Background: an optimization exercise with open tools, aiming at small area, a short achievable clock period and few clock cycles. Do not read the settings as production practice.
In this exercise RTL edits were held to simulation tests only and were not proved equivalent to the original.
Power figures rest on the tool's default switching activity, not on a simulated workload.

<file path="design.v">
module lemon_xfer (
    input  wire        clk,
    input  wire        rst,
    input  wire        start,
    input  wire [31:0] cfg_in_addr,
    input  wire [31:0] cfg_out_addr,
    input  wire [15:0] cfg_in_width,
    input  wire [15:0] cfg_out_width,
    input  wire [15:0] cfg_out_height,
    input  wire [2:0]  cfg_in_fmt,
    input  wire [2:0]  cfg_out_fmt,
    input  wire [1:0]  cfg_scaling,
    input  wire        cfg_flip,
    input  wire        cfg_in_linear,
    input  wire        cfg_dont_swizzle,
    output reg         busy,
    output reg         done,
    output reg         error,
    output reg         mem_req,
    output reg         mem_we,
    output reg  [31:0] mem_addr,
    output reg  [31:0] mem_wdata,
    output reg  [3:0]  mem_be,
    input  wire        mem_ack,
    input  wire [31:0] mem_rdata
);
    reg st1, st2, stp, stp2, stp3, run;
    reg [2:0]  ifmt, ofmt;
    reg [1:0]  scal;
    reg        slin, dswz, flip;
    reg        o_0, o_1, o_2;     
    reg [17:0] S, D;              
    reg [31:0] sp, sbase, dp, dbase;
    reg [17:0] xrem;              
    reg [15:0] yrem;              
    reg [2:0]  xlo;               
    reg [2:0]  ylo;               
    reg [2:0]  oylo;              
    reg [1:0]  k;                 
    reg        px;                
    reg        rdone;             
    reg [7:0]  r_step;
    reg        r_rowend, r_last, r_swrap;
    reg [7:0]  s_il, d_il;
    reg        s_wrap, d_wrap;
    reg        rd_on, wr_on;
    reg        pbig;              
    reg        ld;
    reg [31:0] rdat;
    reg        rv;
    reg        t_k0, t_lastb, t_px, t_gend, t_rowend, t_pair, t_last;
    reg [7:0]  t_dstep;
    reg [9:0]  acc_r, acc_g, acc_b, acc_a;
    reg        w_rowend, w_last, w_dwrap;
    reg [7:0]  w_dstep;
    reg        hpend;
    reg [15:0] hd;
    wire hs  = scal[0] | scal[1];
    wire vs  = scal[1];
    wire stiled = !slin;
    wire dtiled = slin ^ dswz;
    wire dir = flip;                    
    wire bi2 = ifmt[2] | ifmt[1];       
    wire bi3 = (ifmt == 3'd1);
    wire bo2 = ofmt[2] | ofmt[1];
    wire bo3 = (ofmt == 3'd1);
    wire n1  = !hs;
    wire n4  = vs;
    wire dual = bi2 & n1;
    wire [1:0] last_k = bi2 ? {1'b0, n4} : (n1 ? 2'd0 : n4 ? 2'd3 : 2'd1);
    wire [2:0] ystep = vs ? 3'd2 : 3'd1;
    function [7:0] mulb(input [5:0] v, input b2, input b3);
        mulb = b2 ? {1'b0, v, 1'b0} : b3 ? ({2'b0, v} + {1'b0, v, 1'b0}) : {v, 2'b0};
    endfunction
    function [5:0] ilv(input [2:0] j);
        ilv = {j[2], 1'b0, j[1], 1'b0, j[0], 1'b0};
    endfunction
    function [23:0] beat(input [1:0] kk, input pp, input [2:0] xl, input e1, input e2,
                         input y1);
        reg pair, lastb, gend, growend, rowend, last, run_end, gjmp;
        reg [2:0] xc, xg;
        reg [1:0] js;
        reg [5:0] ji, dj;
        reg [7:0] st, ds;
        begin
            pair    = (bo2 | dual) & !e1;
            lastb   = (kk == last_k);
            gend    = dual | (pp == pair);
            growend = pair ? e2 : e1;
            rowend  = lastb & gend & growend;
            last    = growend & y1;
            xc      = xl + {2'd0, pp};
            js      = hs ? xc[1:0] : xc[2:1];
            case ({vs, js})
                3'b000, 3'b010: ji = 6'd2;
                3'b001:         ji = 6'd10;
                3'b011:         ji = 6'd42;
                3'b100, 3'b110: ji = 6'd0;
                3'b101:         ji = 6'd8;
                default:        ji = 6'd40;
            endcase
            run_end = stiled & lastb & (hs | dual | xc[0]);
            st = (bi2 ? ((n1 & !dual) ? 8'd2 : 8'd4) : bi3 ? 8'd3 : 8'd4)
               + (run_end ? mulb(ji, bi2, bi3) : 8'd0);
            xg   = xl + {2'd0, pair};
            gjmp = dtiled & xg[0];
            case (xg[2:1])
                2'd0, 2'd2: dj = 6'd2; 2'd1: dj = 6'd10; default: dj = 6'd42;
            endcase
            ds = (bo2 ? (pair ? 8'd4 : 8'd2) : bo3 ? 8'd3 : 8'd4)
               + (gjmp ? mulb(dj, bo2, bo3) : 8'd0);
            beat = {st, ds, (kk == 2'd0), lastb, gend, growend, pair, rowend, last & rowend, last};
        end
    endfunction
    wire [2:0] bov = bo2 ? 3'd2 : bo3 ? 3'd3 : 3'd4;
    wire       xhz = (xrem[17:5] == 13'd0);
    wire x_1 = xhz & (xrem[4:0] == {2'd0, bov}), x_2 = xhz & (xrem[4:0] == {1'd0, bov, 1'b0});
    wire x_3 = xhz & (xrem[4:0] == {2'd0, bov} + {1'd0, bov, 1'b0}), x_4 = xhz & (xrem[4:0] == {bov, 2'b0});
    wire y_1 = (yrem == 16'd1), y_2 = (yrem == 16'd2);
    wire [23:0] bc = beat(k, px, xlo, x_1, x_2, y_1);
    wire [23:0] b0 = beat(2'd0, 1'b0, 3'd0, o_1, o_2, y_1);
    wire c_k0 = bc[7], c_lastb = bc[6], c_gend = bc[5], c_growend = bc[4], c_pair = bc[3];
    wire [7:0] c_dstep = bc[15:8];
    wire c_glast = bc[0];
    wire [1:0]  k_n    = c_lastb ? 2'd0 : k + 2'd1;
    wire        px_n   = c_lastb ? !c_gend : px;
    wire        grp_n  = c_lastb & c_gend;
    wire        x_gt8 = (xrem[17:4] != 14'd0) || xrem[3] && (xrem[2:0] != 3'd0);
    wire [17:0] xrem_d = xrem - (stp ? (x_gt8 ? 18'd8 : 18'd1) : {14'd0, c_pair ? {bov, 1'b0} : {1'b0, bov}});
    wire [17:0] xrem_n = !grp_n ? xrem : c_growend ? D : xrem_d;
    wire [2:0]  xlo_n  = !grp_n ? xlo  : c_growend ? 3'd0 : xlo + (c_pair ? 3'd2 : 3'd1);
    wire [15:0] yrem_n = (grp_n & c_growend) ? yrem - 16'd1 : yrem;
    wire e1_n = !grp_n ? x_1 : c_growend ? o_1 : (c_pair ? x_3 : x_2);
    wire e2_n = !grp_n ? x_2 : c_growend ? o_2 : (c_pair ? x_4 : x_3);
    wire y1_n = (grp_n & c_growend) ? y_2 : y_1;
    wire [23:0] bn = beat(k_n, px_n, xlo_n, e1_n, e2_n, y1_n);
    wire        rdst  = wr_on | !run;
    wire [31:0] r_a   = rdst ? dbase : sbase;
    wire [20:0] r_big = rdst ? ((dtiled | stp & pbig) ? {D, 3'd0} : {3'd0, D}) : (stiled ? {S, 3'd0} : {3'd0, S});
    wire        r_w   = rdst ? d_wrap : s_wrap;
    wire [20:0] r_x   = r_w ? r_big : {13'd0, rdst ? d_il : s_il};
    wire        r_neg = rdst & dir & !stp & !stp2;
    wire [31:0] r_b   = r_neg ? ~{11'd0, r_x} : {11'd0, r_x};
    wire [31:0] row_nx = r_a + r_b + {31'd0, r_neg};
    wire [7:0]  we_dstep = hpend ? {5'd0, bov} : w_dstep;
    wire        we_rowend = w_rowend & !hpend;
    wire [31:0] ptr_nx = mem_addr + {24'd0, wr_on ? we_dstep : r_step};
    function [8:0] rowc(input [2:0] j, input b2, input b3, input tiled, input back);
        reg [5:0] v;
        begin
            v = back ? 6'd42 - ilv(j) : ilv(j);
            rowc = {!tiled | (back ? (j == 3'd7) : (j == 3'd0)), mulb(v, b2, b3)};
        end
    endfunction
    function [31:0] dec16(input [2:0] f, input [15:0] p);
        case (f)
            3'd2:    dec16 = {p[15:11], p[15:13], p[10:5], p[10:9], p[4:0], p[4:2], 8'hFF};
            3'd3:    dec16 = {p[15:11], p[15:13], p[10:6], p[10:8], p[5:1], p[5:3], {8{p[0]}}};
            default: dec16 = {p[15:12], p[15:12], p[11:8], p[11:8], p[7:4], p[7:4], p[3:0], p[3:0]};
        endcase
    endfunction
    wire [31:0] d_lo = dec16(ifmt, hpend ? hd : rdat[15:0]);
    wire [31:0] d_hi = dec16(ifmt, rdat[31:16]);
    wire [31:0] d_w  = ifmt[0] ? {rdat[23:0], 8'hFF} : rdat;
    wire [31:0] s0   = bi2 ? d_lo : d_w;
    wire        two  = bi2 & !n1;
    wire [31:0] h    = two ? d_hi : 32'd0;
    wire [9:0]  t_r = (t_k0 | hpend ? 10'd0 : acc_r) + s0[31:24] + h[31:24];
    wire [9:0]  t_g = (t_k0 | hpend ? 10'd0 : acc_g) + s0[23:16] + h[23:16];
    wire [9:0]  t_b = (t_k0 | hpend ? 10'd0 : acc_b) + s0[15:8]  + h[15:8];
    wire [9:0]  t_a = (t_k0 | hpend ? 10'd0 : acc_a) + s0[7:0]   + h[7:0];
    wire [7:0]  cr = n1 ? t_r[7:0] : n4 ? t_r[9:2] : t_r[8:1];
    wire [7:0]  cg = n1 ? t_g[7:0] : n4 ? t_g[9:2] : t_g[8:1];
    wire [7:0]  cb = n1 ? t_b[7:0] : n4 ? t_b[9:2] : t_b[8:1];
    wire [7:0]  ca = n1 ? t_a[7:0] : n4 ? t_a[9:2] : t_a[8:1];
    function [15:0] enc16(input [2:0] f, input [31:0] c);
        case (f)
            3'd2:    enc16 = {c[31:27], c[23:18], c[15:11]};
            3'd3:    enc16 = {c[31:27], c[23:19], c[15:11], c[7]};
            default: enc16 = {c[31:28], c[23:20], c[15:12], c[7:4]};
        endcase
    endfunction
    wire [31:0] cpix = {cr, cg, cb, ca};
    wire [15:0] e_lo = enc16(ofmt, cpix);
    wire [15:0] e_hi = enc16(ofmt, d_hi);
    wire [31:0] e_w  = ofmt[0] ? {8'd0, cr, cg, cb} : cpix;
    wire rd_ack = rd_on & mem_ack;
    wire wr_ack = wr_on & mem_ack;
    wire p_go   = rv & !hpend & !(t_lastb & wr_on);             
    wire p_wfin = p_go & t_lastb & t_gend;              
    wire last_rd = rdone | (rd_ack & r_last);
    wire h_go   = hpend & wr_ack;                       
    wire nx_we  = wr_on ? (!mem_ack | hpend) : p_wfin;
    wire nx_req = nx_we | (wr_on ? !rdone : !last_rd);
    wire fin    = wr_ack & w_last & !hpend;
    wire bad = (scal == 2'd3) || (slin && scal != 2'd0) || (ifmt > 3'd4) || (ofmt > 3'd4);
    wire [15:0] m_in  = st2 ? D[15:0] : S[15:0];
    wire        m2    = st2 ? bo2 : bi2;
    wire        m3    = st2 ? bo3 : bi3;
    wire [17:0] m_out = m2 ? {1'b0, m_in, 1'b0} : m3 ? ({2'b0, m_in} + {1'b0, m_in, 1'b0}) : {m_in, 2'b0};
    wire [2:0]  ohm1  = yrem[2:0] - 3'd1;
    wire        pre_more = x_gt8 | !dtiled & (xrem[17:1] != 17'd0);
    wire        empty = o_0 || (yrem == 16'd0);
    wire [15:0] owc   = (cfg_scaling == 2'd1 || cfg_scaling == 2'd2) ? {1'b0, cfg_out_width[15:1]} : cfg_out_width;
    wire [8:0] s_rc0 = rowc(ystep, bi2, bi3, stiled, 1'b0);
    wire [8:0] s_rcn = rowc(ylo + ystep + ystep, bi2, bi3, stiled, 1'b0);
    wire [2:0] oy_n  = dir ? oylo - 3'd1 : oylo + 3'd1;
    wire [8:0] d_rcn = rowc(dir ? oy_n - 3'd1 : oy_n + 3'd1, bo2, bo3, dtiled, dir);
    wire [8:0] d_rc0 = rowc(3'd1, bo2, bo3, dtiled, 1'b0);
    wire [8:0] d_rcb = rowc(oylo - 3'd1, bo2, bo3, dtiled, 1'b1);
    wire       go_run = st2 & !flip & !empty | stp3;
    always @(posedge clk) begin
        if (rst) begin
            busy    <= 1'b0;
            ld      <= 1'b1;
            done    <= 1'b0;
            error   <= 1'b0;
            mem_req <= 1'b0;
            mem_we  <= 1'b0;
            rd_on   <= 1'b0;
            wr_on   <= 1'b0;
            st1 <= 1'b0; st2 <= 1'b0; stp <= 1'b0; stp2 <= 1'b0; stp3 <= 1'b0; run <= 1'b0;
        end else if (ld) begin
            done  <= 1'b0;
            error <= 1'b0;
            busy  <= start;
            ld    <= !start;
            st1   <= start;
        end else begin
            st1  <= 1'b0;
            st2  <= st1 & !bad;
            stp  <= st2 & flip & !empty | stp & pre_more;
            stp2 <= stp & !pre_more;
            stp3 <= stp2;
            if (st1 & bad) begin
                busy  <= 1'b0;
                ld    <= 1'b1;
                error <= 1'b1;
            end
            if (st2 & empty) begin
                busy <= 1'b0;
                ld   <= 1'b1;
                done <= 1'b1;
            end
            if (go_run) begin
                run     <= 1'b1;
                mem_req <= 1'b1;
                rd_on   <= 1'b1;
            end
            if (run) begin
                mem_we  <= nx_we;
                mem_req <= nx_req & !fin;
                rd_on   <= !nx_we & nx_req & !fin;
                wr_on   <= nx_we & !fin;
                if (fin) begin
                    run  <= 1'b0;
                    busy <= 1'b0;
                    ld   <= 1'b1;
                    done <= 1'b1;
                end
            end
        end
    end
    always @(posedge clk) begin
        if (ld) begin
            ifmt <= cfg_in_fmt;
            ofmt <= cfg_out_fmt;
            scal <= cfg_scaling;
            slin <= cfg_in_linear;
            dswz <= cfg_dont_swizzle;
            flip <= cfg_flip;
        end
        if (ld)
            S <= {2'd0, cfg_in_width};
        else if (st1)
            S <= m_out;
        if (ld)
            D <= {2'd0, owc};
        else if (st2)
            D <= m_out;
        if (ld) begin
            o_0 <= (owc == 16'd0);
            o_1 <= (owc == 16'd1);
            o_2 <= (owc == 16'd2);
        end
    end
    always @(posedge clk) begin
        if (ld)
            sp <= cfg_in_addr;
        else if (rd_ack)
            sp <= r_rowend ? row_nx : ptr_nx;
        if (ld)
            sbase <= cfg_in_addr;
        else if (rd_ack & r_swrap)
            sbase <= row_nx;
        if (ld)
            dp <= cfg_out_addr;
        else if (stp3 | wr_ack)
            dp <= (stp3 | we_rowend) ? row_nx : ptr_nx;
        if (ld)
            dbase <= cfg_out_addr;
        else if (stp & pre_more | stp2 | wr_ack & w_dwrap & !hpend)
            dbase <= row_nx;
        if (st1)
            mem_addr <= sp;
        else if (wr_on ? wr_ack : (p_wfin | rd_ack))
            mem_addr <= wr_on ? (hpend ? ptr_nx : sp) : p_wfin ? dp : r_rowend ? row_nx : ptr_nx;
    end
    always @(posedge clk) begin
        if (st1) begin
            xlo   <= 3'd0;
            ylo   <= 3'd0;
            k     <= 2'd0;
            px    <= 1'b0;
            rdone <= 1'b0;
            {s_wrap, s_il} <= s_rc0;
        end else if (ld) begin
            yrem <= (cfg_scaling == 2'd2) ? {1'b0, cfg_out_height[15:1]} : cfg_out_height;
        end
        if (st2)
            pbig <= (yrem[15:4] != 12'd0) || yrem[3] && (yrem[2:0] != 3'd0);
        else if (stp)
            pbig <= (xrem_d[17:4] != 14'd0) || xrem_d[3] && (xrem_d[2:0] != 3'd0);
        if (st2)
            xrem <= flip ? {2'd0, yrem} : m_out;
        else if (stp)
            xrem <= xrem_d;
        else if (stp3)
            xrem <= D;
        else if (rd_ack)
            xrem <= xrem_n;
        if (go_run) begin
            r_step   <= b0[23:16];
            r_rowend <= b0[2];
            r_last   <= b0[1];
            r_swrap  <= b0[2] & s_wrap;
        end else if (rd_ack) begin
            k    <= k_n;
            px   <= px_n;
            xlo  <= xlo_n;
            yrem <= yrem_n;
            r_step   <= bn[23:16];
            r_rowend <= bn[2];
            r_last   <= bn[1];
            r_swrap  <= bn[2] & (r_rowend ? s_rcn[8] : s_wrap);
            if (r_rowend) begin
                ylo <= ylo + ystep;
                {s_wrap, s_il} <= s_rcn;
            end
            if (r_last) rdone <= 1'b1;
        end
        if (!wr_on) begin
            rdat     <= mem_rdata;
            t_k0     <= c_k0;
            t_lastb  <= c_lastb;
            t_px     <= px;
            t_gend   <= c_gend;
            t_rowend <= c_growend;
            t_pair   <= c_pair;
            t_last   <= c_glast;
            t_dstep  <= c_dstep;
        end
        if (st1)
            rv <= 1'b0;
        else
            rv <= rd_ack | (rv & !p_go);
    end
    always @(posedge clk) begin
        if (p_go) begin
            acc_r <= t_r; acc_g <= t_g; acc_b <= t_b; acc_a <= t_a;
            if (t_lastb) begin
                if (bo2) begin
                    if (dual)
                        mem_wdata <= {e_hi, e_lo};
                    else if (t_px)
                        mem_wdata[31:16] <= e_lo;
                    else
                        mem_wdata[15:0] <= e_lo;
                end else begin
                    mem_wdata <= e_w;
                end
            end
        end else if (h_go) begin
            mem_wdata <= e_w;
        end
        if (st1)
            hpend <= 1'b0;
        else if (p_wfin & dual & !bo2 & t_pair)
            hpend <= 1'b1;
        else if (h_go)
            hpend <= 1'b0;
        if (p_go)
            hd <= rdat[31:16];
        if (p_wfin) begin
            w_rowend <= t_rowend;
            w_last   <= t_last;
            w_dstep  <= t_dstep;
            mem_be   <= bo2 ? (t_pair ? 4'b1111 : 4'b0011) : bo3 ? 4'b0111 : 4'b1111;
        end
    end
    always @(posedge clk) begin
        if (st1) begin
            oylo <= 3'd0;
            {d_wrap, d_il} <= d_rc0;
        end else if (st2 & flip | stp & pre_more) begin
            d_wrap <= 1'b1;
        end else if (stp) begin
            d_wrap <= 1'b0;
            d_il   <= dtiled ? mulb(6'd42, bo2, bo3) : 8'd0;
        end else if (stp2) begin
            oylo   <= ohm1;
            d_wrap <= 1'b0;
            d_il   <= dtiled ? mulb(6'd42 - ilv(ohm1), bo2, bo3) : 8'd0;
        end else if (stp3) begin
            {d_wrap, d_il} <= d_rcb;
        end else if (wr_ack & we_rowend) begin
            oylo <= oy_n;
            {d_wrap, d_il} <= d_rcn;
        end
        if (p_wfin)
            w_dwrap <= t_rowend & d_wrap;
        else if (wr_ack & we_rowend)
            w_dwrap <= 1'b0;
    end
endmodule
</file>
<file path="standard.sh">
#!/bin/bash
# synth_recipe.tcl (not shown) runs the flow's synth.tcl, then flattens the netlist and writes it again
# the make line also repeats each setting of config.mk as NAME=value (left out here)
make -C /OpenROAD-flow-scripts/flow DESIGN_CONFIG=/design/flow/config.mk WORK_HOME=/design/flow/orfs CLKGATE_MAP_FILE= SYNTH_SCRIPT=/design/flow/synth_recipe.tcl "${@:-finish}"
</file>
<file path="constraint.sdc">
create_clock -name core_clock -period 17.5 [get_ports {clk}]
set_input_delay 3.5000 -clock core_clock [delete_from_list [all_inputs] [get_ports {clk}]]
set_output_delay 3.5000 -clock core_clock [all_outputs]
set_load 0.01 [all_outputs]
</file>
<file path="config.mk">
export PLATFORM = sky130hd
export DESIGN_NAME = lemon_xfer
export DESIGN_NICKNAME = lemon_xfer
export VERILOG_FILES = /design/flow/design.v
export SDC_FILE = /design/flow/constraint.sdc
export NUM_CORES = 4
export LEC_CHECK = 0
export CAP_MARGIN = 20
export CORE_MARGIN = 2
export CORE_UTILIZATION = 40
export SLEW_MARGIN = 20
</file>
<file path="flow/run.sh">
#!/bin/bash
# Layout flow: the standard flow (standard.sh) with two changes to how the layout
# is made: ports are buffered with buf_2 cells instead of the resizer's default
# delay buffer, and the resizer's timing repair aims for more setup slack.
# The clock period and constraints are the standard flow's own (constraint.sdc).
set -euo pipefail
bash standard.sh \
  "BUFFER_PORTS_ARGS=-buffer_cell sky130_fd_sc_hd__buf_2" \
  SETUP_SLACK_MARGIN=12.8 \
  finish > flow_make.log 2>&1
</file>
==> summary.txt, run 1 <==
* CP Class: reg -> out
* Max Clock Freq at 203.1 MHz
* Setup TNS at 0 ns
* Die width at 286.3 µm
* Final worst path period share at 0.2813
* Slew HR at 0.2437
* Total core area at 79000 µm²
* Slew Viols, Final at 0
* First-pass GRT wire length at 171600 µm
* CTS Buf Count at 55
* Multiplexer share of the synthesized area at 0.05440
* DR WL/cell at 24.16 µm
* Critical Path, Cell by Cell: buf_2
* Post-Route Skew at 0.05832 ns
* Slew @ Worst Pin at 1.134 ns
* Dominant synthesized flop cell: edfxtp_1
* Port buffer count at 229
* Vias in the first global route at 27067
* Clk slew on worst S/H paths at 0.06 ns
* Tmin final at 4.923 ns
* Final hold violations at 0
* Initial antenna violation count at 7
* Crit path buf inv count at 1
* Leak pwr at 15.30 nW
* Gate power share at 0.411
* Register area share after synthesis at 0.4107
* EDFF count, synth at 408
* DRC at 0
* Worst path max stage delay at 0.54 ns
* Fin worst setup slack at 12.58 ns
* Crit path max-delay family: flip-flops
* Final antenna-violating net count at 0
* Mapped Avg Cell Area at 8.961 µm²
* Distinct cell type count after synthesis at 100
* Detailed-route via count at 29405
* Pre-CTS WS at 10.71 ns
* Die ar. at 81960 µm²
* DRT Wirelength at 118700 µm
* Main combinational cell family by area after synthesis: compound AO/OA/AOI/OAI gates
* CTS tree: yes
* Worst-path fanout max at 2
* Post-route insts no fill at 4913
* CTS Buffer Depth at 3
* Clock Latency Late Sink at 0.68 ns
* Synth async-reset ratio at 0
* Slowest cell on crit path: edfxtp_1
* Maximum number of pins on one net before global-route repair at 86
* Drt first pass iters at 6
* H-tree level count at 2
* Total track usage at 0.2749
* Gr ovfl total at 0
* CP endpoint kind: primary output
* Switching pwr at 1.825 mW
* Cell-internal power at 2.857 mW
* Crit path DAT at 1.42 ns
* Die height at 286.3 µm
* Most frequent cells in the layout: nand2_1 (548), edfxtp_1 (408), nor2_1 (273)
* Final setup viols at 0
* Area after DPL at 34030 µm²
* Top cell type's share of synthesized area at 0.3844
* WP data required at 14.00 ns
* Synth area leaders: edfxtp_1 (38%), nand2_1 (6.6%), o21ai_0 (4.6%)
* Yosys warns at 1
* Commonest non-fill, non-tap cell in the layout: nand2_1
* Worst hold slack at 0.4196 ns
* Hold_buf cts at 0
* Syn Inst Count at 3557
* Sequential share of power at 0.324
* DRT iter0 DRCs at 2983
* Placed Instances at 4675
* Complex-gate fraction of the synthesized area at 0.1993
* Clock sinks at 450
* Synth-to-layout area growth at 20.34%
* Share of layout cells above drive strength 1 at 0.1972
* Clock network fraction of design power at 0.264
* Worst min path class: reg -> reg
* Adder-cell share of the synthesized area at 0.07482
* Critical Path Source Type: flop
* Final HPWL DP at 80790 µm
* Xor/xnor share of the synthesized area at 0.03929
* Final instance area at 38360 µm²
* Initial Utilization at 0.4035
* Ports at 232
* Power density over cell area at 122.1 nW/µm²
* Post-synth top area cell: edfxtp_1
* Fin nets at 4140
* Status: finished clean
* Vias/cell at 5.985
* Post-Synth Simple-Gate Area at 0.1715
* # rows at 103
* Final Wtd Congestion at 0.9303
* Net Sw Frac at 0.3899
* Flops & latches, synth at 450
* Max-capacitance violation count at 0
* Post-Syn Area at 31880 µm²
* Worst VDD drop at 0.07386 mV
* RSZ-0062 raised after global routing: true
* CTS Root Cell: clkbuf_16
## cells in the mapped netlist, drive strengths merged, types with 44 or more instances
cell type    n
nand2      562
edfxtp     408
nor2       302
o21ai      298
a21oi      253
clkbuf     183
inv        178
mux2i      126
ha         117
xnor2       99
nand3       73
nor3        71
a211oi      61
nor2b       49
fa          46
xor2        44
## per-layer routing
metal | vias to the layer above | track usage | share of wire
li1 | 13449 | - | -
met1 | 14079 | 0.3787 | 0.41
met4 | 8 | 0.1144 | 0.047
met3 | 283 | 0.04801 | 0.092
met2 | 1586 | 0.4271 | 0.45
met5 | - | 0 | 0.00040
## sequential cells by signal, indices dropped and copies added, names as in the netlist, 10 cells and up
name       count
acc_g         10
dbase         32
acc_a         10
S             18
acc_r         10
sp            32
dp            32
xrem          18
mem_addr      32
acc_b         10
sbase         32
yrem          16
D             18
hd            16
mem_wdata     32
rdat          32
## worst paths after layout
check | from | end | slack, ns | depth (start not counted)
max | mem_addr[12]$_DFFE_PP_ | mem_addr[12] | 12.58 | 1
min | t_dstep[0]$_SDFFCE_PN0N_ | w_dstep[0]$_DFFE_PP_ | 0.42 | 0
max reg2reg | xrem[11]$_DFFE_PP_ | r_step[4]$_DFFE_PP_ | 12.77 | 19
min reg2reg | t_dstep[0]$_SDFFCE_PN0N_ | w_dstep[0]$_DFFE_PP_ | 0.42 | 0
## final cells by class
type	instances	area, µm²
Inverter	182	695.7
Antenna cell	3	7.507
Sequential cell	450	13120
Timing Repair Buffer	419	3017
Fill cell	7401	40640
Clock buffer	58	1398
Multi-Input combinational cell	2710	18270
Tap cell	1050	1314
Clock inverter	41	544.3
## cell families after synthesis
logic type	Yosys count
AOI/OAI and AO/OA	999
muxes	167
buffers and inverters	401
other	2
and+or+nand+nor	1232
xor gates and xnor gates	143
DFF	450
adders and majority gates	163
## per-stage QoR
step | total power [mW] | util
2_1_floorplan | 2.697 | -
3_3_place_gp | 3.201 | 0.4306
3_5_place_dp | 3.221 | 0.4307
4_1_cts | 4.537 | 0.4695
5_1_grt | 4.921 | 0.4855
6_report | 4.682 | 0.4855
## power groups by stage
stage                     registers, mW  logic [mW]  clock network (mW)
after floorplan                    1.48        1.22                   0
after global placement             1.54        1.66                   0
after detailed placement           1.54        1.68                   0
after CTS                          1.51        1.77                1.25
after global routing               1.53        2.10                1.29
final                              1.52        1.93                1.24
## timing repair
item | CTS | global route
gates resized for setup | 131 | 151
cloned | 5 | 11
pin swaps | 25 | 57
endpoints found under the setup margin | 270 | 203
setup buffers | 62 | 58
Testbench counts, summed over its fixed seeds: cycles 100,726.
==> run 2: changes to the inputs <==
--- a/flow/run.sh
+++ b/flow/run.sh
@@ -7,4 +7,4 @@
 bash standard.sh \
   "BUFFER_PORTS_ARGS=-buffer_cell sky130_fd_sc_hd__buf_2" \
-  SETUP_SLACK_MARGIN=12.8 \
+  SETUP_SLACK_MARGIN=12 \
   finish > flow_make.log 2>&1
==> run 2 against run 1 <==
Via count decreased by 3.6%. First-iteration DRC count increased by 5.4%. Sequential power about the same. Largest power group unchanged. Highest routed layer is now met4.
==> summary.txt, run 2 <==
* Syn Inst Count at 3557 (unchanged)
* WP data required at 17.86 ns (+3.86 ns)
* Commonest non-fill, non-tap cell in the layout: nand2_1
* Leak pwr at 14.33 nW (-6.4%)
* EDFF count, synth at 408 (unchanged)
* Maximum number of pins on one net before global-route repair at 206 (+140%)
* Slew HR at 0.2491 (+0.005405)
* Most frequent cells in the layout: nand2_1 (558), edfxtp_1 (408), nor2_1 (294)
* Dominant synthesized flop cell: edfxtp_1
* Worst-path fanout max at 7 (+5)
* Worst min path class: reg -> reg
* M1 WL at 48670 µm (-0.73%)
* Die ar. at 81960 µm² (unchanged)
* Post-Route Skew at 0.03327 ns (-0.02504 ns)
* CTS tree: yes
* Post-Syn Area at 31880 µm² (unchanged)
* Register area share after synthesis at 0.4107 (unchanged)
* Sequential share of power at 0.343 (+0.019)
* Final HPWL DP at 81860 µm (+1.3%)
* Gr ovfl total at 0 (unchanged)
* Worst path max stage delay at 0.58 ns (+0.04 ns)
* Critical Path Source Type: flop
* Total track usage at 0.2695 (-0.005438)
* Pre-CTS WS at 11.00 ns (+0.2883 ns)
* Final worst path period share at 0.3020 (+0.02066)
* Clk slew on worst S/H paths at 0.06 ns (about the same)
* Vias/cell at 5.919 (-1.1%)
* CTS Buf Count at 53 (-3.6%)
* Ports at 232 (unchanged)
* DR WL/cell at 23.72 µm (-1.8%)
* Worst VDD drop at 0.08121 mV (+10%)
* Synth async-reset ratio at 0 (unchanged)
* Synth area leaders: edfxtp_1 (38%), nand2_1 (6.6%), o21ai_0 (4.6%)
* Tmin final at 5.285 ns (+0.3616 ns)
* Initial antenna violation count at 4 (-3)
* Setup TNS at 0 ns (unchanged)
* Final hold violations at 0 (unchanged)
* Top routing layer used: met4
* Met3 WL at 9986 µm (-8.6%)
* CP Class: reg -> reg
* Power density over cell area at 123.1 nW/µm² (+0.87%)
* Slew @ Worst Pin at 1.119 ns (-0.01561 ns)
* Total core area at 79000 µm² (unchanged)
* Crit path DAT at 5.65 ns (+4.23 ns)
* Yosys warns at 1 (unchanged)
* Clock sinks at 450 (unchanged)
* Max-capacitance violation count at 0 (unchanged)
* CP endpoint kind: flop
* Final setup viols at 0 (unchanged)
* Share of layout cells above drive strength 1 at 0.1375 (-0.05968)
* H-tree level count at 2 (unchanged)
* Crit path max-delay family: simple AND/OR/NAND/NOR gates
* Final antenna-violating net count at 0 (unchanged)
* # rows at 103 (unchanged)
* Port buffer count at 229 (unchanged)
* Net Sw Frac at 0.3983 (+0.008427)
* Most frequent cell after synthesis: nand2_1
* Switching pwr at 1.768 mW (-3.2%)
* Distinct cell type count after synthesis at 100 (unchanged)
* CTS Buffer Depth at 3 (unchanged)
* Fin worst setup slack at 12.22 ns (-0.3616 ns)
* Post-route insts no fill at 4790 (-2.5%)
* Flops & latches, synth at 450 (unchanged)
* Fin nets at 4016 (-3.0%)
* Synth cell count leaders: nand2_1 (561), edfxtp_1 (408), nor2_1 (300), o21ai_0 (293), a21oi_1 (253)
* Cell-internal power at 2.671 mW (-6.5%)
* Gate power share at 0.397 (-0.014)
* Initial Utilization at 0.4035 (unchanged)
* Detailed-route via count at 28351 (-3.6%)
* Status: finished clean
* CTS Root Cell: clkbuf_16
* Crit path buf inv count at 2 (+1)
* Top cell type's share of synthesized area at 0.3844 (unchanged)
* Final Wtd Congestion at 0.9576 (+2.9%)
* Max Clock Freq at 189.2 MHz (-6.8%)
* Mapped Avg Cell Area at 8.961 µm² (unchanged)
* DRC at 0 (unchanged)
* DRT iter0 DRCs at 3145 (+5.4%)
* Clock network fraction of design power at 0.260 (-0.004)
* Synth-to-layout area growth at 13.10%
* Clock Latency Late Sink at 0.64 ns (-0.04 ns)
* Vias in the first global route at 26304 (-2.8%)
* Slew Viols, Final at 0 (unchanged)
* RSZ-0062 raised after global routing: false
* Critical Path, Cell by Cell: or4_4 > or4_4 > or2_4 > a211oi_4 > nor2_2 > inv_1 > ha_1 > a22o_1 > ha_1 > nor3_1 > nor4_2 > buf_4 > and2_1 > ha_1 > fa_1 > nand2_1 > nand2_1 > nand2_1 > nor2_1
* Worst hold slack at 0.4170 ns (-0.002621 ns)
* First-pass GRT wire length at 167700 µm (-2.2%)
* Die width at 286.3 µm (unchanged)
* Placed Instances at 4674 (-0.021%)
* Die height at 286.3 µm (unchanged)
* Drt first pass iters at 8 (+2)
* Slowest cell on crit path: or4_4
* DRT Wirelength at 113600 µm (-4.3%)
* Post-synth top area cell: edfxtp_1
* Detail Route met2 WL at 50470 µm (-5.0%)
## run 2: cell types whose count changed in the layout (fill, tap and decap cells not counted), sizes merged, moves of 2 or more
cell    change
clkinv      -7
inv         +4
diode       -2
bufbuf      -2
bufinv      -7
buf       -108
## run 2: what timing repair did
| item | CTS | global route |
|---|---|---|
| hold buffers | 0 | 0 |
| pin swaps | 0 | 3 |
| setup endpoints to repair | 157 | 128 |
| resized for setup | 15 | 31 |
| setup buffers | 5 | 9 |
| gates cloned | 0 | 1 |
## run 2: path summary, 6_finish.rpt
| kind | from | endpoint | slack (ns) | cells after the start |
|---|---|---|---|---|
| setup / recovery | xrem[9]$_DFFE_PP_ | r_step[7]$_SDFFCE_PP0P_ | 12.22 | 19 |
| hold / removal | t_last$_DFFE_PN_ | w_last$_DFFE_PP_ | 0.42 | 0 |
| setup reg to reg | xrem[9]$_DFFE_PP_ | r_step[7]$_SDFFCE_PP0P_ | 12.22 | 19 |
| hold reg to reg | t_last$_DFFE_PN_ | w_last$_DFFE_PP_ | 0.42 | 0 |
## run 2: kinds of logic (layout without fill, tap and decap cells)
kind of cell / count (synthesis) / after routing / synth area share
DFF: 450 / 450 / 0.4107
and+or+nand+nor: 1232 / 1232 / 0.1715
xor gates and xnor gates: 143 / 143 / 0.03929
buffers and inverters: 401 / 581 / 0.04973
adders and majority gates: 163 / 163 / 0.07482
AOI/OAI and AO/OA: 999 / 1000 / 0.1993
other: 2 / 4 / 0.0002356
muxes: 167 / 167 / 0.05440
## run 2: cell type report
cell class	instances	area, µm²
Antenna cell	1	2.502
Clock buffer	69	1488
Clock inverter	31	302.8
Fill cell	7616	42950
Inverter	182	686.9
Multi-Input combinational cell	2708	17440
Sequential cell	450	13110
Tap cell	1050	1314
Timing Repair Buffer	299	1715
## run 2: stage by stage
step | utilization | power [mW] | cell area [µm²]
floorplan | - | 2.693 | 31880
global placement | 0.4295 | 3.226 | 33930
detailed placement | 0.4295 | 3.238 | 33930
CTS | 0.4535 | 4.400 | 35830
global route | 0.4563 | 4.671 | 36050
finish | 0.4563 | 4.439 | 36050
## run 2: routing by layer
layer,vias up,global-route usage
met5,-,0
met4,0,0.1060
met3,185,0.04603
met2,1390,0.4173
met1,13592,0.3752
li1,13184,-
## run 2: power by group through the flow
stage / combinational (mW) / clock, mW / sequential, mW
CTS: 1.72 / 1.17 / 1.52
global route: 1.93 / 1.20 / 1.54
finish: 1.76 / 1.15 / 1.52
detailed placement: 1.70 / 0 / 1.54
global placement: 1.69 / 0 / 1.54
floorplan: 1.21 / 0 / 1.48
==> run 3: changes to the inputs <==
--- a/flow/run.sh
+++ b/flow/run.sh
@@ -7,4 +7,4 @@
 bash standard.sh \
   "BUFFER_PORTS_ARGS=-buffer_cell sky130_fd_sc_hd__buf_2" \
-  SETUP_SLACK_MARGIN=12 \
+  SETUP_SLACK_MARGIN=12.5 \
   finish > flow_make.log 2>&1
--- a/config.mk
+++ b/config.mk
@@ -10,2 +10,3 @@
 export CORE_UTILIZATION = 40
 export SLEW_MARGIN = 20
+export TNS_END_PERCENT = 5
==> run 3 against run 2 <==
Critical path depth fell by 11. Highest routed layer is now met5. Worst hold slack got worse by 0.034 ns. Flip-flop and latch count did not move. Combinational power rose by 3%. Die area did not move. Non-clock buffer count rose by 8. Synthesized area did not move. Clock skew rose by 0.023 ns.
==> summary.txt, run 3 <==
* Initial antenna violation count at 3 (-1)
* Fill count at 7636 (+0.26%)
* Critical Path Source Type: input pin
* Setup TNS at 0 ns (unchanged)
* # rows at 103 (unchanged)
* CTS Buf Count at 53 (unchanged)
* Die ar. at 81960 µm² (unchanged)
* RSZ-0062 raised after global routing: true
* Slew Viols, Final at 0 (unchanged)
* Slew @ Worst Pin at 1.094 ns (-0.02486 ns)
* Final hold violations at 0 (unchanged)
* Vias/cell at 5.942 (+0.40%)
* CP Class: in -> reg
* Clock sinks at 450 (unchanged)
* Final antenna-violating net count at 0 (unchanged)
* Fin worst setup slack at 12.53 ns (+0.3176 ns)
* WP data required at 17.86 ns (about the same)
* Final HPWL DP at 82200 µm (+0.42%)
* Net Sw Frac at 0.3967 (-0.001593)
* Clk slew on worst S/H paths at 0.06 ns (about the same)
* Clock Latency Late Sink at 0.66 ns (+0.02 ns)
* Final Wtd Congestion at 0.9504 (-0.75%)
* Mapped Avg Cell Area at 8.961 µm² (unchanged)
* Max Clock Freq at 201.3 MHz (+6.4%)
* R2R setup slack at 12.54 ns (+0.32 ns)
* Util after Layout at 0.4602 (+0.003865)
* Commonest non-fill, non-tap cell in the layout: nand2_1
* Distinct cell type count after synthesis at 100 (unchanged)
* Synth cell count leaders: nand2_1 (561), edfxtp_1 (408), nor2_1 (300), o21ai_0 (293), a21oi_1 (253)
* Synth area leaders: edfxtp_1 (38%), nand2_1 (6.6%), o21ai_0 (4.6%)
* Most frequent cell after synthesis: nand2_1
* First-pass GRT wire length at 169900 µm (+1.3%)
* Pre-CTS WS at 11.39 ns (+0.3870 ns)
* Final worst path period share at 0.2838 (-0.01815)
* Worst path max stage delay at 0.61 ns (+0.03 ns)
* Slew HR at 0.2707 (+0.02158)
* Hold_buf cts at 0 (unchanged)
* DR WL/cell at 23.79 µm (+0.29%)
* Post-Syn Area at 31880 µm² (unchanged)
* Cell-internal power at 2.724 mW (+2.0%)
* Status: finished clean
* Tmin final at 4.967 ns (-0.3176 ns)
* Syn Inst Count at 3557 (unchanged)
* Critical Path, Cell by Cell: buf_2 > nand2_1 > nor2_1 > buf_4 > nor2_1 > nor3_1 > a21oi_1 > a21oi_1
* Total power at 4.514 mW (+1.7%)
* Worst-path fanout max at 21 (+14)
* Total track usage at 0.2709 (+0.001440)
* DRT Wirelength at 114100 µm (+0.42%)
* Share of layout cells above drive strength 1 at 0.1428 (+0.005349)
* Slowest cell on crit path: nor2_1
* Drt first pass iters at 6 (-2)
* Fin nets at 4024 (+0.20%)
* Switching pwr at 1.791 mW (+1.3%)
* Synth-to-layout area growth at 14.06%
* CTS Root Cell: clkbuf_16
* Die width at 286.3 µm (unchanged)
* H-tree level count at 2 (unchanged)
* Register area share after synthesis at 0.4107 (unchanged)
* CTS Buffer Depth at 3 (unchanged)
* Reg area at 13110 µm² (about the same)
* Maximum number of pins on one net before global-route repair at 163 (-21%)
* Worst VDD drop at 0.09020 mV (+11%)
* DRT iter0 DRCs at 3199 (+1.7%)
* Worst min path class: reg -> reg
* Leak pwr at 14.46 nW (+0.94%)
* Vias in the first global route at 26940 (+2.4%)
* CTS tree: yes
* Clock network fraction of design power at 0.261 (about the same)
* EDFF count, synth at 408 (unchanged)
* Initial Utilization at 0.4035 (unchanged)
* N_diodes at 0 (-1)
* Final setup viols at 0 (unchanged)
* DRC at 0 (unchanged)
* Ports at 232 (unchanged)
* Detailed-route via count at 28500 (+0.53%)
* Multi-input logic area at 17610 µm² (+0.99%)
* Flops & latches, synth at 450 (unchanged)
* Gr ovfl total at 0 (unchanged)
* Max-capacitance violation count at 0 (unchanged)
* Yosys warns at 1 (unchanged)
* Power density over cell area at 124.2 nW/µm² (+0.85%)
* Gate power share at 0.403 (+0.006)
* CP endpoint kind: flop
* Top cell type's share of synthesized area at 0.3844 (unchanged)
* Total core area at 79000 µm² (unchanged)
* Dominant synthesized flop cell: edfxtp_1
* Die height at 286.3 µm (unchanged)
* Crit path DAT at 5.33 ns (-0.32 ns)
* Post-Route Skew at 0.05579 ns (+0.02252 ns)
* Sequential share of power at 0.336 (-0.007)
* Post-synth top area cell: edfxtp_1
* Synth async-reset ratio at 0 (unchanged)
* Port buffer count at 229 (unchanged)
* Most frequent cells in the layout: nand2_1 (557), edfxtp_1 (408), nor2_1 (293)
run 3: timing repair:
action                                  4_1_cts  5_1_grt
pin swaps                                     3        5
gates resized for setup                      45       48
cloned                                        1        0
endpoints found under the setup margin      166      144
buffers inserted                             10        8
run 3: critical path: cells and delay by family:
kind            cells  cell delay [ns]
compound gates      2             0.25
buf+inv             2             0.42
simple gates        4             1.14
run 3: area by class of cell:
| cell class | count | share of cell area |
|---|---|---|
| clock inverters | 33 | 0.01046 |
| clock buffers | 66 | 0.03978 |
| inverters | 182 | 0.01896 |
| well taps | 1050 | 0.03614 |
| repair buffers | 307 | 0.04987 |
| multi-input cells | 2708 | 0.4843 |
| flip-flops and latches | 450 | 0.3605 |
run 3: power by group through the flow:
stage / clock network, mW / logic, mW / registers [mW]
2_1_floorplan: 0 / 1.21 / 1.48
3_3_place_gp: 0 / 1.71 / 1.53
3_5_place_dp: 0 / 1.72 / 1.54
4_1_cts: 1.19 / 1.76 / 1.51
5_1_grt: 1.23 / 1.98 / 1.53
6_report: 1.18 / 1.82 / 1.52
run 3: through the flow:
stage / std cells / hold slack [ns] / area [µm²]
floorplan: 3558 / 0.4003 / 31890
global placement: 4678 / 0.4017 / 33960
detailed placement: 4678 / 0.4045 / 33960
CTS: 4788 / 0.3864 / 36070
global route: 4796 / 0.4133 / 36360
finish: 4796 / 0.3827 / 36360
run 3: kinds of logic (layout without fill, tap and decap cells):
logic type	count (synthesis)	after routing	synth area share
AOI/OAI and AO/OA	999	1000	0.1993
xor gates and xnor gates	143	143	0.03929
adders and majority gates	163	163	0.07482
buffers and inverters	401	588	0.04973
DFF	450	450	0.4107
muxes	167	167	0.05440
other	2	3	0.0002356
and+or+nand+nor	1232	1232	0.1715
run 3: layer usage:
metal,wire length [µm],share of wire,track usage
met1,48860,0.43,0.3809
met4,4788,0.042,0.1073
met2,51260,0.45,0.4206
met3,9177,0.080,0.03879
met5,21,0.00018,0
run 3: path summary, 6_finish.rpt:
check / startpoint / to / cells after the start
setup reg to reg: xrem[10]$_DFFE_PP_ / r_step[5]$_SDFFCE_PP0P_ / 17
hold / removal: t_dstep[2]$_DFFE_PN_ / w_dstep[2]$_DFFE_PP_ / 0
hold reg to reg: t_dstep[2]$_DFFE_PN_ / w_dstep[2]$_DFFE_PP_ / 0
setup / recovery: mem_ack / yrem[8]$_DFFE_PP_ / 8
==> run 4: changes to the inputs <==
--- a/config.mk
+++ b/config.mk
@@ -10,3 +10,2 @@
 export CORE_UTILIZATION = 40
 export SLEW_MARGIN = 20
-export TNS_END_PERCENT = 5
==> run 4 against run 3 <==
Still clean on timing, DRC and antenna. Routed wire length rose by 0.95%. Cell count increased by 0.23%. Clock skew is 0.015 ns lower. Setup slack improved by 0.033 ns. Critical path depth shrank 7. Sequential power hardly changed. First-iteration DRC count decreased by 4.1%. Maximum frequency rose by 0.67%. Combinational power rose by 2%. Non-clock buffer count grew 10. Count of clock-buffer cells in the layout grew 9. Final area grew 1.1%.
==> summary.txt, run 4 <==
* Crit path max-delay family: flip-flops
* Final hold violations at 0 (unchanged)
* DR WL/cell at 23.96 µm (+0.72%)
* CTS Buffer Depth at 3 (unchanged)
* Crit path DAT at 1.43 ns (-3.90 ns)
* Worst min path class: reg -> reg
* Util after Layout at 0.4653 (+0.005100)
* Hold wc startpoint: t_dstep[2]$_DFFE_PN_
* Flops & latches, synth at 450 (unchanged)
* Fill count at 7553 (-1.1%)
* Detailed-route via count at 28472 (-0.098%)
* First-pass GRT wire length at 168400 µm (-0.91%)
* Gr ovfl total at 0 (unchanged)
* Status: finished clean
* Final worst path period share at 0.2819 (-0.001897)
* Mapped Avg Cell Area at 8.961 µm² (unchanged)
* Die height at 286.3 µm (unchanged)
* Slowest cell on crit path: edfxtp_1
* Post-Syn Area at 31880 µm² (unchanged)
* Slew @ Worst Pin at 1.055 ns (-0.03923 ns)
* DRT iter0 DRCs at 3069 (-4.1%)
* Worst VDD drop at 0.08472 mV (-6.1%)
* Most frequent cell after synthesis: nand2_1
* Worst-path fanout max at 5 (-76%)
* Fin nets at 4035 (+0.27%)
* Clk slew on worst S/H paths at 0.06 ns (about the same)
* CP Class: reg -> out
* Final setup viols at 0 (unchanged)
* CTS Buf Count at 54 (+1.9%)
* Post-synth top area cell: edfxtp_1
* Slew HR at 0.2954 (+0.02465)
* Critical Path, Cell by Cell: buf_2
* Tmin final at 4.934 ns (-0.03320 ns)
* Max Clock Freq at 202.7 MHz (+0.67%)
* Slew Viols, Final at 0 (unchanged)
* Ports at 232 (unchanged)
* Clock sinks at 450 (unchanged)
* Die width at 286.3 µm (unchanged)
* Final Wtd Congestion at 0.9477 (-0.28%)
* Post-Route Skew at 0.04105 ns (-0.01475 ns)
* Synth async-reset ratio at 0 (unchanged)
* Reg2reg start: wr_on$_SDFFE_PP0P_
* Port buffer count at 229 (unchanged)
* Commonest non-fill, non-tap cell in the layout: nand2_1
* Maximum number of pins on one net before global-route repair at 189 (+16%)
* Area after DPL at 33920 µm² (-0.13%)
* H-tree level count at 2 (unchanged)
* Critical Path Source Type: flop
* Power density over cell area at 124.3 nW/µm² (+0.14%)
* Max-capacitance violation count at 0 (unchanged)
* CTS Root Cell: clkbuf_16
* Total track usage at 0.2695 (-0.001366)
* # rows at 103 (unchanged)
* Reg area at 13110 µm² (about the same)
* Setup TNS at 0 ns (unchanged)
* Multi-input logic area at 17800 µm² (+1.1%)
* Leak pwr at 14.57 nW (+0.70%)
* Drt first pass iters at 8 (+2)
* EDFF count, synth at 408 (unchanged)
* Synth cell count leaders: nand2_1 (561), edfxtp_1 (408), nor2_1 (300), o21ai_0 (293), a21oi_1 (253)
* Final HPWL DP at 81760 µm (-0.54%)
* Vias/cell at 5.923 (-0.33%)
* RSZ-0062 raised after global routing: true
* Synth area leaders: edfxtp_1 (38%), nand2_1 (6.6%), o21ai_0 (4.6%)
* Final instance area at 36760 µm² (+1.1%)
* Worst path max stage delay at 0.55 ns (-0.06 ns)
* Initial Utilization at 0.4035 (unchanged)
* Dominant synthesized flop cell: edfxtp_1
* Synth-to-layout area growth at 15.32%
* Total core area at 79000 µm² (unchanged)
* Crit. Startpoint: mem_addr[16]$_DFFE_PP_
* Vias in the first global route at 26166 (-2.9%)
* WP data required at 14.00 ns (-3.86 ns)
* Crit path buf inv count at 1 (-1)
* Initial antenna violation count at 4 (+1)
* CP endpoint kind: primary output
* Yosys warns at 1 (unchanged)
* Most frequent cells in the layout: nand2_1 (555), edfxtp_1 (408), nor2_1 (285)
* Register area share after synthesis at 0.4107 (unchanged)
* CTS tree: yes
* Syn Inst Count at 3557 (unchanged)
* Distinct cell type count after synthesis at 100 (unchanged)
* Hold_buf cts at 0 (unchanged)
* Share of layout cells above drive strength 1 at 0.1534 (+0.01054)
* DRC at 0 (unchanged)
* Clock Latency Late Sink at 0.66 ns (about the same)
* Final antenna-violating net count at 0 (unchanged)
* DRT Wirelength at 115200 µm (+0.95%)
* Die ar. at 81960 µm² (unchanged)
* Top cell type's share of synthesized area at 0.3844 (unchanged)
[run 4: worst paths after layout]
path,depth (start not counted),end,slack [ns]
worst max-delay path,1,mem_addr[16],12.57
worst min-delay path,0,w_dstep[2]$_DFFE_PP_,0.40
worst max register to register,17,mem_addr[31]$_DFFE_PP_,12.63
worst min register to register,0,w_dstep[2]$_DFFE_PP_,0.40
[run 4: final cells by class]
class	count	area share
Clock inverter	24	0.008782
Timing Repair Buffer	317	0.05497
Antenna cell	1	0.00006808
Clock buffer	75	0.04085
Multi-Input combinational cell	2708	0.4842
Sequential cell	450	0.3565
Tap cell	1050	0.03574
Inverter	182	0.01889
[run 4: repair_timing]
action                                  in CTS  in global routing
setup buffers                               12                 17
cloned                                       1                  5
pin swaps                                    3                 12
endpoints found under the setup margin     185                115
resized for setup                           59                104
[run 4: power by group]
part / switching, mW / internal (mW) / total (mW) / leakage, nW
combinational: 1.20 / 0.666 / 1.86 / 9.31
clock: 0.497 / 0.690 / 1.19 / 0.875
sequential: 0.126 / 1.40 / 1.52 / 4.38
total: 1.82 / 2.75 / 4.57 / 14.6
[run 4: kinds of logic after synthesis]
family,Yosys count,share of synthesized area
AO/OA/AOI/OAI,999,0.1993
XOR/XNOR,143,0.03929
adder cells (fa/ha/maj),163,0.07482
buffers and inverters,401,0.04973
flip-flops,450,0.4107
multiplexers,167,0.05440
other,2,0.0002356
AND/OR/NAND/NOR,1232,0.1715
[run 4: metal layers]
layer / track usage / up-vias / part of all wire
li1: - / 13189 / -
met5: 0 / - / 0.000095
met2: 0.4142 / 1291 / 0.45
met4: 0.1094 / 2 / 0.044
met3: 0.03458 / 222 / 0.080
met1: 0.3842 / 13768 / 0.43
[run 4: through the flow]
stage               hold slack [ns]  power, mW  setup slack [ns]  cells
finish                       0.3958      4.571             12.57   4807
global placement             0.4008      3.253             11.29   4672
global route                 0.4107      4.791             12.41   4807
CTS                          0.3976      4.493             12.51   4784
floorplan                    0.4003      2.693             12.50   3558
detailed placement           0.4045      3.265             11.21   4672
==> run 5: changes to the inputs <==
--- a/flow/run.sh
+++ b/flow/run.sh
@@ -6,5 +6,5 @@
 set -euo pipefail
 bash standard.sh \
-  "BUFFER_PORTS_ARGS=-buffer_cell sky130_fd_sc_hd__buf_2" \
+  "BUFFER_PORTS_ARGS=-buffer_cell sky130_fd_sc_hd__buf_1" \
   SETUP_SLACK_MARGIN=12.5 \
   finish > flow_make.log 2>&1
==> run 5 against run 4 <==
Synthesized area did not move. Sequential power barely moved. Core utilization shrank 0.47 points. Maximum frequency is 0.95% higher. Cell count rose by 0.17%. Highest routed layer unchanged. Routed wire length fell by 1.0%. Combinational power about the same. Via count rose by 0.18%. Die area did not move.
==> summary.txt, run 5 <==
* Total track usage at 0.2701 (+0.0005139)
* Slowest cell on crit path: a2111oi_2
* Critical Path, Cell by Cell: buf_12 > or3b_4 > clkinv_2 > mux2i_1 > a21oi_1 > ha_1 > fa_1 > a21o_1 > a21oi_1 > o21bai_1 > a2111oi_2 > or2_2 > nor2_1 > and2_1 > xnor2_1 > o21ai_0 > o32a_1
* Drt first pass iters at 6 (-2)
* Share of layout cells above drive strength 1 at 0.09352 (-0.05984)
* Final hold violations at 0 (unchanged)
* Setup TNS at 0 ns (unchanged)
* Max Clock Freq at 204.6 MHz (+0.95%)
* Die width at 286.3 µm (unchanged)
* Die ar. at 81960 µm² (unchanged)
* Final HPWL DP at 81400 µm (-0.44%)
* Post-synth top area cell: edfxtp_1
* CTS Buf Count at 55 (+1.9%)
* Reg2reg start: ofmt[0]$_DFFE_PP_
* Initial Utilization at 0.4035 (unchanged)
* Worst hold slack at 0.4057 ns (+0.009821 ns)
* Top cell type's share of synthesized area at 0.3844 (unchanged)
* Tmin final at 4.888 ns (-0.04640 ns)
* Leak pwr at 13.93 nW (-4.4%)
* Final Wtd Congestion at 0.9453 (-0.25%)
* Detailed-route via count at 28522 (+0.18%)
* Dominant synthesized flop cell: edfxtp_1
* Max-capacitance violation count at 0 (unchanged)
* CP endpoint kind: flop
* DR WL/cell at 23.68 µm (-1.2%)
* Commonest non-fill, non-tap cell in the layout: nand2_1
* Die height at 286.3 µm (unchanged)
* Placed Instances at 4673 (+0.021%)
* First-pass GRT wire length at 169100 µm (+0.43%)
* Worst-path fanout max at 51 (+46)
* Distinct cell type count after synthesis at 100 (unchanged)
* EDFF count, synth at 408 (unchanged)
* Ports at 232 (unchanged)
* # rows at 103 (unchanged)
* Clk slew on worst S/H paths at 0.06 ns (about the same)
* Synth area leaders: edfxtp_1 (38%), nand2_1 (6.6%), o21ai_0 (4.6%)
* Post-route insts no fill at 4815 (+0.17%)
* Vias in the first global route at 26770 (+2.3%)
* Port buffer count at 229 (unchanged)
* Hold_buf cts at 0 (unchanged)
* Register area share after synthesis at 0.4107 (unchanged)
* Crit. Startpoint: ofmt[0]$_DFFE_PP_
* Total core area at 79000 µm² (unchanged)
* Synth-to-layout area growth at 14.16%
* Yosys warns at 1 (unchanged)
* Slew @ Worst Pin at 1.084 ns (+0.02947 ns)
* Post-Syn Area at 31880 µm² (unchanged)
* Post-Route Skew at 0.04174 ns (+0.0006962 ns)
* Most frequent cell after synthesis: nand2_1
* Final setup viols at 0 (unchanged)
* Worst path max stage delay at 0.52 ns (-0.03 ns)
* Power density over cell area at 124.7 nW/µm² (+0.31%)
* CTS Buffer Depth at 3 (unchanged)
* Slew Viols, Final at 0 (unchanged)
* Crit path buf inv count at 2 (+1)
* Status: finished clean
* Crit path max-delay family: compound AO/OA/AOI/OAI gates
* Final worst path period share at 0.2793 (-0.002651)
* Synth async-reset ratio at 0 (unchanged)
* H-tree level count at 2 (unchanged)
* Mapped Avg Cell Area at 8.961 µm² (unchanged)
* Synth cell count leaders: nand2_1 (561), edfxtp_1 (408), nor2_1 (300), o21ai_0 (293), a21oi_1 (253)
* Fin nets at 4039 (+0.099%)
* Crit path DAT at 5.25 ns (+3.82 ns)
* DRC at 0 (unchanged)
* Flops & latches, synth at 450 (unchanged)
* Maximum number of pins on one net before global-route repair at 213 (+13%)
* Worst min path class: reg -> reg
* Vias/cell at 5.924 (about the same)
* Gr ovfl total at 0 (unchanged)
* CTS Root Cell: clkbuf_16
* DRT iter0 DRCs at 3098 (+0.94%)
* Slew HR at 0.2757 (-0.01969)
* Hold wc startpoint: t_dstep[2]$_DFFE_PN_
* Most frequent CP cell: a21oi_1
* Critical Path Source Type: flop
* Final antenna-violating net count at 0 (unchanged)
* Clock Latency Late Sink at 0.65 ns (about the same)
* Worst VDD drop at 0.1023 mV (+21%)
* CP Class: reg -> reg
* RSZ-0062 raised after global routing: true
* Syn Inst Count at 3557 (unchanged)
* Most frequent cells in the layout: nand2_1 (554), edfxtp_1 (408), nor2_1 (285)
* Clock sinks at 450 (unchanged)
* CTS tree: yes
* WP data required at 17.86 ns (+3.86 ns)
* Initial antenna violation count at 2 (-2)
* DRT Wirelength at 114000 µm (-1.0%)
==> run 5: cell counts after synthesis <==
Identical to the previous run, type by type.
==> run 5: final cells by class <==
type	instances	area, µm²
Multi-Input combinational cell	2709	17800
Inverter	182	690.7
Tap cell	1050	1314
Antenna cell	1	2.502
Clock buffer	79	1578
Fill cell	7666	42610
Timing Repair Buffer	319	1684
Sequential cell	450	13110
Clock inverter	25	209.0
==> run 5: cell families (layout without fill, tap and decap cells) <==
| kind of cell | after synthesis | in the layout | synth area share |
|---|---|---|---|
| adders and majority gates | 163 | 163 | 0.07482 |
| DFF | 450 | 450 | 0.4107 |
| buffers and inverters | 401 | 605 | 0.04973 |
| and+or+nand+nor | 1232 | 1233 | 0.1715 |
| muxes | 167 | 167 | 0.05440 |
| xor gates and xnor gates | 143 | 143 | 0.03929 |
| other | 2 | 4 | 0.0002356 |
| AOI/OAI and AO/OA | 999 | 1000 | 0.1993 |
==> run 5: where the power goes <==
part | internal, mW | leakage (nW) | total (mW) | switching (mW)
clock | 0.658 | 0.881 | 1.16 | 0.501
combinational | 0.661 | 8.66 | 1.86 | 1.20
sequential | 1.40 | 4.38 | 1.52 | 0.123
==> run 5: layer usage <==
metal / wire length (µm) / vias up / GRT usage
met3: 9824 / 226 / 0.04078
li1: - / 13239 / -
met5: 13 / - / 0
met1: 48230 / 13723 / 0.3757
met2: 51070 / 1332 / 0.4236
met4: 4895 / 2 / 0.1050
==> run 5: path summary, 6_finish.rpt <==
| path | end | slack, ns | cells after the start |
|---|---|---|---|
| worst max register to register | mem_addr[26]$_DFFE_PP_ | 12.61 | 17 |
| worst max-delay path | mem_addr[26]$_DFFE_PP_ | 12.61 | 17 |
| worst min-delay path | w_dstep[2]$_DFFE_PP_ | 0.41 | 0 |
| worst min register to register | w_dstep[2]$_DFFE_PP_ | 0.41 | 0 |
==> run 5: timing repair <==
action                     CTS  global route
resized for setup           61            89
cloned                       2             1
buffers inserted            16            17
setup endpoints to repair  186           150
pin swaps                    4            14
==> run 5: through the flow <==
stage / worst slack [ns] / area, µm² / utilization / total power, mW
floorplan: 12.50 / 31900 / - / 2.693
global placement: 11.46 / 33640 / 0.4259 / 3.245
detailed placement: 11.35 / 33640 / 0.4259 / 3.255
CTS: 12.41 / 35870 / 0.4541 / 4.468
global route: 12.37 / 36390 / 0.4606 / 4.766
finish: 12.61 / 36390 / 0.4606 / 4.539
==> run 5: worst reg2reg max path: cells and delay by family (launching register included) <==
family | cells | cell delay (ns)
adder cells (fa/ha/maj) | 2 | 0.64
AO/OA/AOI/OAI | 7 | 1.69
AND/OR/NAND/NOR | 4 | 0.93
flip-flops | 1 | 0.41
buffers and inverters | 2 | 0.45
XOR/XNOR | 1 | 0.32
multiplexers | 1 | 0.20
==> run 6: changes to the inputs <==
--- a/design.v
+++ b/design.v
@@ -321,5 +321,5 @@
             pbig <= (yrem[15:4] != 12'd0) || yrem[3] && (yrem[2:0] != 3'd0);
         else if (stp)
-            pbig <= (xrem_d[17:4] != 14'd0) || xrem_d[3] && (xrem_d[2:0] != 3'd0);
+            pbig <= pbig & ((xrem[17:5] != 13'd0) || xrem[4] && (xrem[3:0] != 4'd0));    
         if (st2)
             xrem <= flip ? {2'd0, yrem} : m_out;
--- a/flow/run.sh
+++ b/flow/run.sh
@@ -1,5 +1,5 @@
 #!/bin/bash
 # Layout flow: the standard flow (standard.sh) with two changes to how the layout
-# is made: ports are buffered with buf_2 cells instead of the resizer's default
+# is made: ports are buffered with buf_1 cells instead of the resizer's default
 # delay buffer, and the resizer's timing repair aims for more setup slack.
 # The clock period and constraints are the standard flow's own (constraint.sdc).
--- a/config.mk
+++ b/config.mk
@@ -9,3 +9,4 @@
 export CORE_MARGIN = 2
 export CORE_UTILIZATION = 40
+export PLACE_DENSITY = 0.7
 export SLEW_MARGIN = 20
==> run 6 against run 5 <==
Still clean on timing, DRC and antenna. Clock power about the same. Clock skew down 0.0078 ns. Core utilization down 0.38 points. Setup slack about the same. Synthesized area up 1.4%. Sequential power down 3%. Largest power group unchanged.
==> summary.txt, run 6 <==
* Tmin final at 4.888 ns (+0.0005000 ns)
* Post-Syn Area at 32320 µm² (+1.4%)
* Yosys warns at 1 (unchanged)
* N_diodes at 0 (-1)
* CTS Buf Count at 53 (-3.6%)
* Clk slew on worst S/H paths at 0.06 ns (about the same)
* Worst-path fanout max at 8 (-84%)
* Drt first pass iters at 6 (unchanged)
* RSZ-0062 raised after global routing: true
* DRC at 0 (unchanged)
* Die height at 288.2 µm (+0.68%)
* Final HPWL DP at 83720 µm (+2.9%)
* CP Class: reg -> out
* Power density over cell area at 117.8 nW/µm² (-5.6%)
* Synth cell count leaders: nand2_1 (578), edfxtp_1 (408), o21ai_0 (297), nor2_1 (284), a21oi_1 (262)
* Gr ovfl total at 0 (unchanged)
* Most frequent cell after synthesis: nand2_1
* CTS Root Cell: clkbuf_16
* Total core area at 80290 µm² (+1.6%)
* Mapped Avg Cell Area at 8.878 µm² (-0.93%)
* DR WL/cell at 23.92 µm (+0.99%)
* Die width at 288.2 µm (+0.68%)
* Worst VDD drop at 0.1061 mV (+3.7%)
* CTS Buffer Depth at 3 (unchanged)
* Final worst path period share at 0.2793 (about the same)
* DRT Wirelength at 117000 µm (+2.6%)
* H-tree level count at 2 (unchanged)
* Top cell type's share of synthesized area at 0.3791 (-0.005238)
* Initial Utilization at 0.4025 (-0.0009848)
* Final hold violations at 0 (unchanged)
* Util after Layout at 0.4568 (-0.003803)
* Slew Viols, Final at 0 (unchanged)
* Detailed-route via count at 29866 (+4.7%)
* Clock sinks at 450 (unchanged)
* Slew HR at 0.2174 (-0.05830)
* Crit path DAT at 1.39 ns (-3.86 ns)
* Post-Route Skew at 0.03390 ns (-0.007846 ns)
* Port buffer count at 229 (unchanged)
* Worst min path class: reg -> reg
* Synth area leaders: edfxtp_1 (38%), nand2_1 (6.7%), o21ai_0 (4.6%)
* Register area share after synthesis at 0.4051 (-0.005598)
* Max Clock Freq at 204.6 MHz (about the same)
* Initial antenna violation count at 2 (unchanged)
* Critical Path, Cell by Cell: buf_1
* Die ar. at 83080 µm² (+1.4%)
* Distinct cell type count after synthesis at 96 (-4.0%)
* Setup TNS at 0 ns (unchanged)
* Clock Latency Late Sink at 0.64 ns (about the same)
* Total track usage at 0.2734 (+0.003335)
* Ports at 232 (unchanged)
* Area after DPL at 34180 µm² (+1.6%)
* Synth async-reset ratio at 0 (unchanged)
* Dominant synthesized flop cell: edfxtp_1
* Slew @ Worst Pin at 1.170 ns (+0.08544 ns)
* # rows at 104 (+0.97%)
* Share of layout cells above drive strength 1 at 0.08536 (-0.008161)
* EDFF count, synth at 408 (unchanged)
* Flops & latches, synth at 450 (unchanged)
* Critical Path Source Type: flop
* Status: finished clean
* First-pass GRT wire length at 173400 µm (+2.5%)
* Fill count at 7648 (-0.23%)
* Most frequent cells in the layout: nand2_1 (572), edfxtp_1 (408), o21ai_0 (278)
* Vias/cell at 6.106 (+3.1%)
* Final instance area at 36680 µm² (+0.79%)
* Total power at 4.320 mW (-4.8%)
* Hold_buf cts at 0 (unchanged)
* Syn Inst Count at 3640 (+2.3%)
* CP endpoint kind: primary output
* Post-synth top area cell: edfxtp_1
* Final setup viols at 0 (unchanged)
* Crit path buf inv count at 1 (-1)
* Leak pwr at 13.87 nW (-0.45%)
* CTS tree: yes
* Synth-to-layout area growth at 13.49%
* Max-capacitance violation count at 0 (unchanged)
* WP data required at 14.00 ns (-3.86 ns)
* Crit path max-delay family: flip-flops
* Final antenna-violating net count at 0 (unchanged)
* Vias in the first global route at 28261 (+5.6%)
* Maximum number of pins on one net before global-route repair at 79 (-63%)
* Worst path max stage delay at 0.51 ns (about the same)
* Slowest cell on crit path: edfxtp_1
* DRT iter0 DRCs at 3563 (+15%)
* Final Wtd Congestion at 0.9803 (+3.7%)
* Commonest non-fill, non-tap cell in the layout: nand2_1
* Fin nets at 4108 (+1.7%)
run 6: cell types whose count changed after synthesis, sizes merged, moves of 9 or more:
cell and change:
a211oi +11, nand2b -11, nor2 -17, inv +9, xor2 -13, nand4 +9, o221ai +19, nand2 +16
mux2i -14, a21oi +11, and3 +12
run 6: final cells by class:
cell class | instances | area (µm²) | share of cell area
Timing Repair Buffer | 306 | 1605 | 0.04377
Clock inverter | 34 | 376.6 | 0.01027
Tap cell | 1060 | 1326 | 0.03616
Sequential cell | 450 | 13110 | 0.3575
Multi-Input combinational cell | 2785 | 18100 | 0.4934
Clock buffer | 66 | 1436 | 0.03916
Inverter | 190 | 724.4 | 0.01975
run 6: logic make-up after synthesis:
| logic type | after synthesis | synth area share |
|---|---|---|
| AOI/OAI and AO/OA | 1072 | 0.2140 |
| xor gates and xnor gates | 126 | 0.03415 |
| DFF | 450 | 0.4051 |
| adders and majority gates | 163 | 0.07356 |
| buffers and inverters | 406 | 0.04824 |
| muxes | 153 | 0.04898 |
| and+or+nand+nor | 1268 | 0.1757 |
| other | 2 | 0.0002324 |
run 6: power breakdown:
part | switching (mW) | internal [mW]
clock | 0.493 | 0.675
combinational | 1.07 | 0.596
sequential | 0.112 | 1.37
total | 1.68 | 2.64
run 6: path summary, 6_finish.rpt:
kind,start,to,slack [ns],depth (start not counted)
setup / recovery,mem_addr[8]$_DFFE_PP_,mem_addr[8],12.61,1
setup reg to reg,ifmt[0]$_DFFE_PP_,mem_wdata[2]$_DFFE_PP_,12.66,17
hold reg to reg,t_last$_DFFE_PN_,w_last$_DFFE_PP_,0.42,0
hold / removal,t_last$_DFFE_PN_,w_last$_DFFE_PP_,0.42,0
run 6: repair_timing:
action	4_1_cts	5_1_grt
resized for setup	53	79
gates cloned	1	1
pin swaps	2	7
buffers inserted	9	6
setup endpoints to repair	180	142
run 6: stage by stage:
stage / hold WS [ns] / setup WS (ns) / instances
detailed placement: 0.4045 / 11.51 / 4774
CTS: 0.4198 / 12.50 / 4884
floorplan: 0.4003 / 12.30 / 3641
global placement: 0.4010 / 11.55 / 4774
finish: 0.4195 / 12.61 / 4891
global route: 0.4352 / 12.44 / 4891
run 6: routing by layer:
| metal | GRT usage | vias to the layer above | share of wire |
|---|---|---|---|
| met3 | 0.05324 | 306 | 0.11 |
| met2 | 0.4250 | 1713 | 0.44 |
| met1 | 0.3655 | 14227 | 0.40 |
| li1 | - | 13616 | - |
| met5 | 0 | - | 0.00026 |
| met4 | 0.1330 | 4 | 0.053 |
Testbench counts of run 6, summed over its fixed seeds: cycles 100,726.

-- re-timing with driven ports --
Ports are ideal in the flow. The routed layouts listed here were re-timed in OpenROAD. Step 1 (the two cells are an assumption about what drives the block):
set clk [get_ports {clk}]
set_driving_cell -lib_cell sky130_fd_sc_hd__clkbuf_16 $clk
set_driving_cell -lib_cell sky130_fd_sc_hd__buf_2 [delete_from_list [all_inputs] $clk]
Step 2, shift: input delay + t, output delay - t, t = (earliest + latest rising clock arrival at the registers) / 2. This alone moves slack from input paths to output paths. Three values: no drivers, after step 1, after step 2; two values: the first two.
run | t, ns | setup slack, ns | hold slack, ns
run 1 | 0.718 | 12.577 / 12.505 / 12.163 | 0.420 / 0.420 / 0.420
run 2 | 0.687 | 12.215 / 12.215 / 11.902 | 0.417 / 0.417 / 0.417
run 3 | 0.699 | 12.533 / 12.523 / 11.824 | 0.383 / 0.383 / 0.383
run 4 | 0.706 | 12.566 / 12.499 / 11.989 | 0.396 / 0.396 / 0.396
run 5 | 0.702 | 12.612 / 12.557 / 11.983 | 0.406 / 0.406 / 0.406
run 6 | 0.692 | 12.612 / 12.542 / 11.992 | 0.420 / 0.420 / 0.420
After both steps every run listed still meets setup and hold. For run 3, which loses most, drivers alone change the setup slack by -0.010 ns; drivers and shift together by -0.709 ns.
